This is an optimization exercise on Yosys and OpenROAD, whose aim is small area, a short achievable clock period and few clock cycles, not a production implementation.
The RTL was checked by simulation tests, not by an equivalence proof against the original design.

==> inputs of run a <==
==> flow/design.v (excerpt) <==
module bpce (
    input  wire        clk,
    input  wire        rst,
    input  wire        cmd_valid,
    output wire        cmd_ready,
    input  wire [31:0] cmd_data,
    output wire        rsp_valid,
    input  wire        rsp_ready,
    output wire [31:0] rsp_data,
    output wire        mem_en,
    output wire        mem_we,
    output wire [11:0] mem_addr,
    output wire [31:0] mem_wdata,
    input  wire [31:0] mem_rdata
);
==> flow/config.mk <==
export PLATFORM = sky130hd
export DESIGN_NAME = bpce
export DESIGN_NICKNAME = bpce
export VERILOG_FILES = /design/flow/design.v
export SDC_FILE = /design/flow/constraint.sdc
export NUM_CORES = 4
export LEC_CHECK = 0
export CAP_MARGIN = 30
export CORE_MARGIN = 2
export CORE_UTILIZATION = 40
export SLEW_MARGIN = 45
==> flow/constraint.sdc <==
create_clock -name core_clock -period 25.0 [get_ports {clk}]
set_input_delay 5.0000 -clock core_clock [delete_from_list [all_inputs] [get_ports {clk}]]
set_output_delay 5.0000 -clock core_clock [all_outputs]
set_load 0.01 [all_outputs]
run.sh (not shown) runs the stock make flow with config.mk's settings and CLKGATE_MAP_FILE= SYNTH_SCRIPT=/design/flow/synth_recipe.tcl, a recipe that flattens the netlist after the stock synthesis.
==> run b (differences from run a) <==
--- a/flow/design.v
+++ b/flow/design.v
@@ -57,17 +57,17 @@
     reg [5:0]  pp;           
     reg [11:0] size_w;       
     reg [10:0] li;           
     reg [10:0] lrem;         
     reg        ldv;          
     localparam [11:0] HBASE = 12'h7E0;
     reg [3:0]  hl [0:30];
     reg [30:0] hv;
-    reg [1:0]  fst;          
+    reg [2:0]  fst;          
     reg [4:0]  fb;           
     reg        fvh;          
     reg [5:0]  sp, spB, spC;
     reg        vB, vC, okC;
     reg [16:0] ncB, costC, best_cost;
     reg [5:0]  best_p;
     reg [31:0] q0, q1, q2, q3;
     reg [2:0]  qcnt;
@@ -75,16 +75,18 @@
     reg [11:0] rd_addr;      
     reg        d1, v2, d2;
     reg [5:0]  ew;
     reg        emode;        
     reg [10:0] eleft;        
     reg [15:0] mpos;         
     reg        ors;          
     reg        mrs;          
+    reg        nd2;          
+    reg  [5:0] bo_nx, ew_nx;
     reg [10:0] dq;
     reg [3:0]  dr;
     reg [3:0]  dcnt;
     reg [31:0] part_m, part_o;
     reg [5:0]  cnt_m, cnt_o;
     reg [10:0] wp, opw;
     reg [10:0] ecnt;
     reg        ovph;
@@ -99,17 +101,18 @@
         end
     endfunction
     wire        cmd_fire = cmd_valid && cmd_ready_r;
     wire        rsp_fire = rsp_valid_r && rsp_ready;
     wire        rroom    = !rfull;
     wire        is_v3    = (kind == K_OVF);
     wire        is_v2    = (kind == K_NSPAN);
     wire [5:0]  kp       = pp + 6'd1;
-    wire [5:0]  main_w   = is_v3 ? kp : kg;
+    reg  [5:0]  mw;          
+    reg         gdir;        
     reg  [3:0]  epw_d;       
     reg         epw_p2;
     reg  [2:0]  epw_sh;
     always @(*) begin
         epw_p2 = 1'b1; epw_sh = 3'd0; epw_d = 4'd1;
         case (kg)
             6'd1:  epw_sh = 3'd5;
             6'd2:  epw_sh = 3'd4;
@@ -141,27 +144,27 @@
     wire [10:0] g_m = ~(11'h7FF << epw_sh);
     wire [63:0] win64  = {q1, q0} >> bo[4:0];
     wire [31:0] win    = win64[31:0];
     wire [31:0] wmask  = (ew[5]) ? 32'hFFFFFFFF : ~(32'hFFFFFFFF << ew[4:0]);
     wire [31:0] field  = win & wmask;
     wire        flag   = is_v3 && !emode && !pp[5] && win[pp[4:0]];
     wire [31:0] pmask  = ~(32'hFFFFFFFF << pp[4:0]);
     wire [6:0]  bo_w   = {1'b0, bo} + {1'b0, ew};
-    wire        need2  = bo_w > 7'd32;
+    wire        need2  = nd2;
     wire        e_have = (qcnt >= (need2 ? 3'd2 : 3'd1));
     wire        e_act  = (st == S_ELEM) && !ors && !mrs && (eleft != 11'd0);
     wire        e_skip = e_act && bo[5] && (qcnt != 3'd0);
     wire        e_rdy  = e_act && !bo[5] && e_have;
-    wire        e_out  = e_rdy && !flag && (hdr == 2'd0) && rroom;
-    wire        e_flag = e_rdy && flag;
-    wire        e_fire = e_out || e_flag;
+    wire        e_fire = e_rdy && (hdr == 2'd0) && rroom;
+    wire        e_out  = e_fire && !flag;
+    wire        e_flag = e_fire && flag;
     wire [6:0]  bo_2w  = bo_w + {1'b0, ew};
     wire [6:0]  bo_adv = is_v2 ? ((bo_2w > 7'd32) ? 7'd32 : bo_w) : bo_w;
-    wire        e_pop  = e_skip || (e_out && !emode && (bo_adv[5] || bo_adv[6]));
+    wire        e_pop  = e_skip || (e_fire && !emode && (bo_adv[5] || bo_adv[6]));
     wire        e_last = (eleft == 11'd1);
     wire [31:0] pk_v    = q0;
     wire [31:0] pk_hi   = pp[5] ? 32'd0 : (pk_v & ~pmask);
     wire        pk_over = is_v3 && (pk_hi != 32'd0);
     wire [31:0] pk_slot = pk_over ? ((32'd1 << pp[4:0]) | {21'd0, ecnt}) : pk_v;
     wire        pk_act  = (st == S_PACK);
     wire        pk_fm   = pk_act && cnt_m[5];                      
     wire        pk_ov   = pk_act && !pk_fm && ovph;                
@@ -169,27 +172,27 @@
     wire        pk_end  = pk_act && !pk_fm && !ovph && (eleft == 11'd0);
     wire        pk_efm  = pk_end && (cnt_m != 6'd0);
     wire        pk_efo  = pk_end && (cnt_m == 6'd0) && (cnt_o != 6'd0);
     wire        pk_done = pk_end && (cnt_m == 6'd0) && (cnt_o == 6'd0);
     wire [31:0] sh_in   = pk_ov ? pk_v : pk_slot;
     wire [4:0]  sh_amt  = pk_ov ? cnt_o[4:0] : cnt_m[4:0];
     wire [31:0] sh_base = pk_ov ? part_o : part_m;
     wire [63:0] sh_out  = {32'd0, sh_base} | ({32'd0, sh_in} << sh_amt);
-    wire [6:0]  pk_nc   = pk_ov ? ({1'b0, cnt_o} + {1'b0, kg}) : ({1'b0, cnt_m} + {1'b0, main_w});
+    wire [6:0]  pk_nc   = pk_ov ? ({1'b0, cnt_o} + {1'b0, kg}) : ({1'b0, cnt_m} + {1'b0, mw});
     wire        pk_v2f  = is_v2 && ((pk_nc + {1'b0, kg}) > 7'd32);    
     wire        pk_cw   = (pk_ov || pk_mn) && (pk_nc[6] || pk_nc[5] || (!pk_ov && pk_v2f));
     wire        pk_wr   = pk_fm || pk_efm || pk_efo || pk_cw;
     wire        pk_pop  = pk_ov || (pk_mn && !pk_over);
     wire        r_mode  = (st == S_ELEM) || (st == S_PACK) || (st == S_SINIT) || (st == S_SRCH) ||
                           (!is_v3 && ((st == S_LEND) || (st == S_LDEC)));
     wire        q_push  = v2 && !d2;
     wire        q_pop   = e_pop || pk_pop || sA_go;
     wire        v1      = mem_en_r && !mem_we_r && !d1;
-    wire [3:0]  q_occ   = {1'b0, qcnt} - {3'd0, q_pop} + {3'd0, q_push} + {3'd0, v1};
+    wire [3:0]  q_occ   = {1'b0, qcnt} - {3'd0, e_pop} + {3'd0, q_push} + {3'd0, v1};
     wire        r_issue = r_mode && !pk_wr && (q_occ < 4'd4) && !ors && !mrs &&
                           !((st == S_ELEM) && (eleft == 11'd0));
     reg         s_go;
     reg  [11:0] s_addr;
     reg  [5:0]  s_bo;
     wire [15:0] g_pos   = is_v2 ? {g_q, mul_p[4:0]} : mul_p[15:0];
     wire [15:0] o_pos   = mul_p[15:0];
     wire [5:0]  ld_bn   = bits_needed(mem_wdata_r);
@@ -211,17 +214,17 @@
         f_bin = 5'd0;
         for (fi = 30; fi >= 0; fi = fi - 1)
             if (hl[fi][3]) begin
                 f_any = 1'b1;
                 f_bin = fi[4:0];
             end
     end
     wire [2:0]  f_lo    = hl[f_bin][2:0];
-    wire        f_go    = (fst == 2'd0) && f_any && ((st == S_LOAD) || (st == S_LEND));
+    wire        f_go    = (fst == 3'd0) && f_any && ((st == S_LOAD) || (st == S_LEND));
     wire [16:0] sB_cost = ncB + mul_p;
     wire [11:0] sB_lim  = (spB >= 6'd11) ? 12'hFFF : (12'd1 << spB);
     wire        sB_ok   = ({1'b0, ma} <= sB_lim);
     reg         p_go;
     reg  [31:0] p_word;
     reg         p_last;
     always @(posedge clk) begin
         if (rst) begin
@@ -236,24 +239,27 @@
             size_w      <= 12'd0;
             ldv         <= 1'b0;
             v2          <= 1'b0;
             d1          <= 1'b0;
             d2          <= 1'b0;
             qcnt        <= 3'd0;
             ors         <= 1'b0;
             mrs         <= 1'b0;
+            gdir        <= 1'b0;
             eleft       <= 11'd0;
             hdr         <= 2'd0;
-            fst         <= 2'd0;
+            fst         <= 3'd0;
         end else begin
             mem_en_r <= 1'b0;
             mem_we_r <= 1'b0;
             ldv      <= 1'b0;
             p_go     = 1'b0;
+            bo_nx    = bo;
+            ew_nx    = ew;
             p_word   = 32'd0;
             p_last   = 1'b0;
             s_go     = 1'b0;
             s_addr   = 12'd0;
             s_bo     = 6'd0;
             if (hdr != 2'd0 && rroom && st != S_DEC) begin
                 p_go   = 1'b1;
                 p_word = (op_r == 3'd5) ? ((hdr == 2'd2) ? {15'd0, size_w, 5'd0} : 32'd0)
@@ -305,22 +311,22 @@
             if (e_fire) begin
                 eleft <= eleft - (e_flag ? 11'd0 : 11'd1);
                 if (is_v3 && !emode)
                     mpos <= mpos + {10'd0, ew};
                 if (e_flag) begin
                     ma   <= field[10:0] & pmask[10:0];
                     mb   <= kg;
                     ors  <= 1'b1;
-                end else if (!emode) begin
-                    bo <= bo_adv[6] ? 6'd32 : {1'b0, bo_adv[4:0]};
                 end
+                if (!emode)
+                    bo_nx = bo_adv[6] ? 6'd32 : {1'b0, bo_adv[4:0]};
             end
             if (e_skip)
-                bo <= bo - 6'd32;
+                bo_nx = bo - 6'd32;
             if (pk_wr) begin
                 mem_en_r <= 1'b1;
                 mem_we_r <= 1'b1;
                 if (pk_fm || pk_efm) begin
                     mem_addr_r  <= {1'b0, wp};
                     mem_wdata_r <= part_m;
                     wp          <= wp + 11'd1;
                     cnt_m       <= 6'd0;
@@ -378,22 +384,30 @@
                 S_W1: begin
                     dq          <= cmd_data[10:0];
                     lrem        <= cmd_data[10:0];
                     mem_wdata_r <= cmd_data;
                     w1nz        <= (cmd_data != 32'd0);
                     w1hi        <= (cmd_data[31:11] != 21'd0);
                     d_oob       <= (cmd_data[31:11] != 21'd0) || (cmd_data[10:0] >= n_r);
                     ma          <= is_v2 ? {6'd0, cmd_data[4:0] & g_m[4:0]} : cmd_data[10:0];
-                    mb          <= main_w;
+                    mb          <= mw;
                     cok         <= w0ok && (kind != K_NONE) && (cmd_data <= 32'd1024);
                     li          <= 11'd0;
                     dr          <= 4'd0;
                     dcnt        <= 4'd0;
                     rd_addr     <= is_v3 ? 12'hBFF : 12'hFFF;
+                    if (op_r == 3'd3 || (op_r == 3'd4 && gdir)) begin
+                        ew_nx  = mw;
+                        emode  <= 1'b0;
+                        mpos   <= 16'd0;
+                        s_go   = 1'b1;
+                        s_addr = (op_r == 3'd3) ? 12'd0 : {1'b0, cmd_data[10:0]};
+                        s_bo   = 6'd0;
+                    end
                     if (op_r == 3'd2) begin
                         for (b = 0; b < 31; b = b + 1)
                             hl[b] <= 4'd0;
                         hv <= 31'd0;
                     end
                     if (cmd_fire) begin
                         if (op_r == 3'd2 && cmd_data != 32'd0) begin
                             st <= S_LOAD;
@@ -423,33 +437,28 @@
                                     n_r    <= 11'd0;
                                     size_w <= 12'd0;
                                 end
                             end
                             3'd3: begin
                                 hdr    <= 2'd1;
                                 eleft  <= n_r;
                                 p_last = 1'b0;
-                                if (n_r != 11'd0) begin
-                                    st     <= S_ELEM;
-                                    ew     <= main_w;
-                                    emode  <= 1'b0;
-                                    mpos   <= 16'd0;
-                                    s_go   = 1'b1;
-                                    s_addr = 12'd0;
-                                    s_bo   = 6'd0;
-                                end
+                                if (n_r != 11'd0)
+                                    st <= S_ELEM;
                             end
                             3'd4: begin
                                 if (!d_oob) begin
                                     eleft  <= 11'd1;
                                     p_last = 1'b0;
-                                    if (d_gfast) begin
+                                    if (gdir) begin
+                                        st     <= S_ELEM;
+                                    end else if (d_gfast) begin
                                         st     <= S_ELEM;
-                                        ew     <= main_w;
+                                        ew_nx     = mw;
                                         emode  <= 1'b0;
                                         s_go   = 1'b1;
                                         s_addr = g_pos[15:5];
                                         s_bo   = {1'b0, g_pos[4:0]};
                                     end else begin
                                         st <= S_GDIV;
                                     end
                                 end
@@ -477,31 +486,33 @@
                         li       <= li + 11'd1;
                         lrem     <= lrem - 11'd1;
                         if (lrem == 11'd1)
                             st <= S_LEND;
                     end
                 end
                 S_LEND: begin
                     n_r <= li;
-                    if (!ldv && !ldv2 && fst == 2'd0 && !f_any)
+                    if (!ldv && !ldv2 && fst == 3'd0 && !f_any)
                         st <= S_LDEC;
                 end
                 S_LDEC: begin
                     wp     <= 11'd0;
                     opw    <= 11'd0;
                     ecnt   <= 11'd0;
                     cnt_m  <= 6'd0;
                     cnt_o  <= 6'd0;
                     part_m <= 32'd0;
                     part_o <= 32'd0;
                     ovph   <= 1'b0;
                     eleft  <= n_r;
-                    ma <= n_r;
-                    mb <= kg;
+                    ma   <= n_r;
+                    mb   <= kg;
+                    mw   <= kg;
+                    gdir <= (is_v2 && kg > 6'd16) || (kind == K_SPAN && kg == 6'd32);
                     if (is_v3) begin
                         rd_addr <= HBASE - 12'd1;
                         st      <= S_SINIT;
                     end else if ((is_v2 && kg > 6'd16) || (!is_v2 && kg == 6'd32)) begin
                         size_w <= {1'b0, n_r};
                         p_go   = 1'b1;
                         p_last = 1'b1;
                         st     <= S_RSP;
@@ -531,16 +542,17 @@
                     okC   <= sB_ok;
                     spC   <= spB;
                     if (vC && okC && costC < best_cost) begin
                         best_cost <= costC;
                         best_p    <= spC;
                     end
                     if (!sA_want && !vB && !vC) begin
                         pp      <= best_p;
+                        mw      <= best_p + 6'd1;
                         st      <= S_PACK;
                         rd_addr <= 12'hBFF;
                         qcnt    <= 3'd0;
                         d1      <= 1'b1;
                         d2      <= 1'b1;
                     end
                 end
                 S_GDIV: begin
@@ -557,92 +569,97 @@
                             dq <= {dq[9:0], 1'b0};
                         end
                     end
                     dcnt <= dcnt + 4'd1;
                     if (dcnt == 4'd10) st <= S_GADDR;
                 end
                 S_GADDR: begin
                     st     <= S_ELEM;
-                    ew     <= main_w;
+                    ew_nx     = mw;
                     emode  <= 1'b0;
                     s_go   = 1'b1;
                     s_addr = g_pos[15:5];
                     s_bo   = {1'b0, g_pos[4:0]};
                 end
                 S_ELEM: begin
                     if (ors) begin
                         ors    <= 1'b0;
-                        ew     <= kg;
+                        ew_nx     = kg;
                         emode  <= 1'b1;
                         s_go   = 1'b1;
                         s_addr = 12'h800 + {1'b0, o_pos[15:5]};
                         s_bo   = {1'b0, o_pos[4:0]};
                     end else if (mrs) begin
                         mrs    <= 1'b0;
-                        ew     <= kp;
+                        ew_nx     = kp;
                         emode  <= 1'b0;
                         s_go   = 1'b1;
                         s_addr = {1'b0, mpos[15:5]};
                         s_bo   = {1'b0, mpos[4:0]};
                     end else if (e_out && emode && !e_last) begin
                         mrs    <= 1'b1;
                     end
                     if (e_out && e_last)
                         st <= S_RSP;
                 end
                 default: ;
             endcase
             case (fst)
-                2'd0: if (f_go) begin
+                3'd0: if (f_go) begin
                     fb  <= f_bin;
                     fvh <= hv[f_bin];
-                    fst <= 2'd1;
+                    fst <= 3'd1;
                 end
-                2'd1: begin
-                    d1         <= 1'b1;
-                    mem_en_r   <= 1'b1;
-                    mem_we_r   <= !fvh;
-                    mem_addr_r <= HBASE + {7'd0, fb};
+                3'd1: begin
+                    d1          <= 1'b1;
+                    mem_en_r    <= 1'b1;
+                    mem_we_r    <= !fvh;
+                    mem_addr_r  <= HBASE + {7'd0, fb};
                     mem_wdata_r <= 32'd8;
-                    fst        <= fvh ? 2'd2 : 2'd0;
+                    fst         <= fvh ? 3'd2 : 3'd0;
+                end
+                3'd2: fst <= 3'd3;
+                3'd3: begin
+                    ma  <= mem_rdata[10:0];
+                    fst <= 3'd4;
                 end
-                2'd2: fst <= 2'd3;
                 default: begin
                     mem_en_r    <= 1'b1;
                     mem_we_r    <= 1'b1;
                     mem_addr_r  <= HBASE + {7'd0, fb};
-                    mem_wdata_r <= mem_rdata + 32'd8;
-                    fst         <= 2'd0;
+                    mem_wdata_r <= {21'd0, ma + 11'd8};
+                    fst         <= 3'd0;
                 end
             endcase
             if (st == S_LOAD) begin
                 if (!cok)
                     cmd_ready_r <= !(cmd_fire && mem_wdata_r == 32'd1);
                 else if (cmd_fire && lrem == 11'd1)
                     cmd_ready_r <= 1'b0;
-                else if (f_go || fst == 2'd2)
+                else if (f_go || fst == 3'd3)
                     cmd_ready_r <= 1'b0;
-                else if (fst == 2'd1 || fst == 2'd3)
-                    cmd_ready_r <= !f_any;
                 else
                     cmd_ready_r <= !f_any;
             end
             if (s_go) begin
                 qcnt       <= 3'd0;
-                bo         <= s_bo;
+                bo_nx         = s_bo;
                 d2         <= 1'b1;
                 mem_en_r   <= 1'b1;
                 mem_we_r   <= 1'b0;
                 mem_addr_r <= s_addr;
                 rd_addr    <= s_addr;
                 d1         <= 1'b0;
             end
             if (st == S_W1)
                 qcnt <= 3'd0;
+            bo  <= bo_nx;
+            ew  <= ew_nx;
+            nd2 <= ({1'b0, bo_nx} + {1'b0, ew_nx}) > 7'd32;
             begin : rq
                 reg pop;
                 pop = rsp_fire;
                 if (pop && rl0) begin
                     cmd_ready_r <= 1'b1;
                     st          <= S_IDLE;
                 end
                 if (pop) begin
==> flow/config.mk (replaced) <==
export PLATFORM = sky130hd
export DESIGN_NAME = bpce
export DESIGN_NICKNAME = bpce
export VERILOG_FILES = /design/flow/design.v
export SDC_FILE = /design/flow/constraint.sdc
export NUM_CORES = 4
export LEC_CHECK = 0
export CAP_MARGIN = 30
export CORE_MARGIN = 2
export CORE_UTILIZATION = 55
export PLACE_DENSITY = 0.7
export SLEW_MARGIN = 45
==> results.cfg <==
[power_and_ir_drop]
p_clk_mw = 1.39

[cells_and_area]
multiInputGateArea_um2 = 36300

[synth]
synth_seq_area_share = 0.358
synth_compound_area_frac = 0.205
synth_top_area_share = 0.295

[run_status]
status = no timing/DRC/antenna violations

[die]
start_util = 0.403

[detailed_routing]
wire_per_inst_um = 28.3

[setup_path]
critical-path-top-delay-family = compound AO/OA/AOI/OAI gates

[timing]
post-route-period-util = 0.352
Source of the figures above: run a

==> results.cfg <==
[timing]
post-route-period-util = 0.294

[synth]
synth_top_area_share = 0.313
synth_compound_area_frac = 0.186
synth_seq_area_share = 0.380

[detailed_routing]
wire_per_inst_um = 28.2

[run_status]
status = no timing/DRC/antenna violations

[setup_path]
crit_start = pp[0]

[power_and_ir_drop]
p_clk_mw = 1.35

[die]
start_util = 0.555
Source of the figures above: run b

Testbench counts of run a, summed over its fixed seeds: cycles 55,124.
Testbench counts of run b, summed over its fixed seeds: cycles 54,760.

==> what the ideal ports hide <==
In the flow no input, the clock included, has a driving cell. The finished layouts below were timed again as built, in two steps. Step 1: set_driving_cell puts a clkbuf_16 on clk and a buf_2 on each other input, an assumption about the parent block. Step 2 also shifts input and output timing later by t, the mid clock arrival at the registers, as if the neighbouring blocks saw the same clock. a / b / c = ideal ports / drivers / drivers and shift; a / b = the first two.
| run | t (ns) | setup WS [ns] | clock arrival spread, ns | worst data-port slew with drivers (ns) | cell pins on the clock port's net |
|---|---|---|---|---|---|
| run a | 0.800 | 16.212 / 16.212 / 16.212 | 0.061 / 0.061 | 0.10 | 1 |
| run b | 0.784 | 17.647 / 17.647 / 17.272 | 0.035 / 0.035 | 0.09 | 1 |
After both steps every run listed still meets setup and hold. The setup slack of run b, which loses most, moves by 0.000 ns with the drivers and by -0.375 ns with both steps.
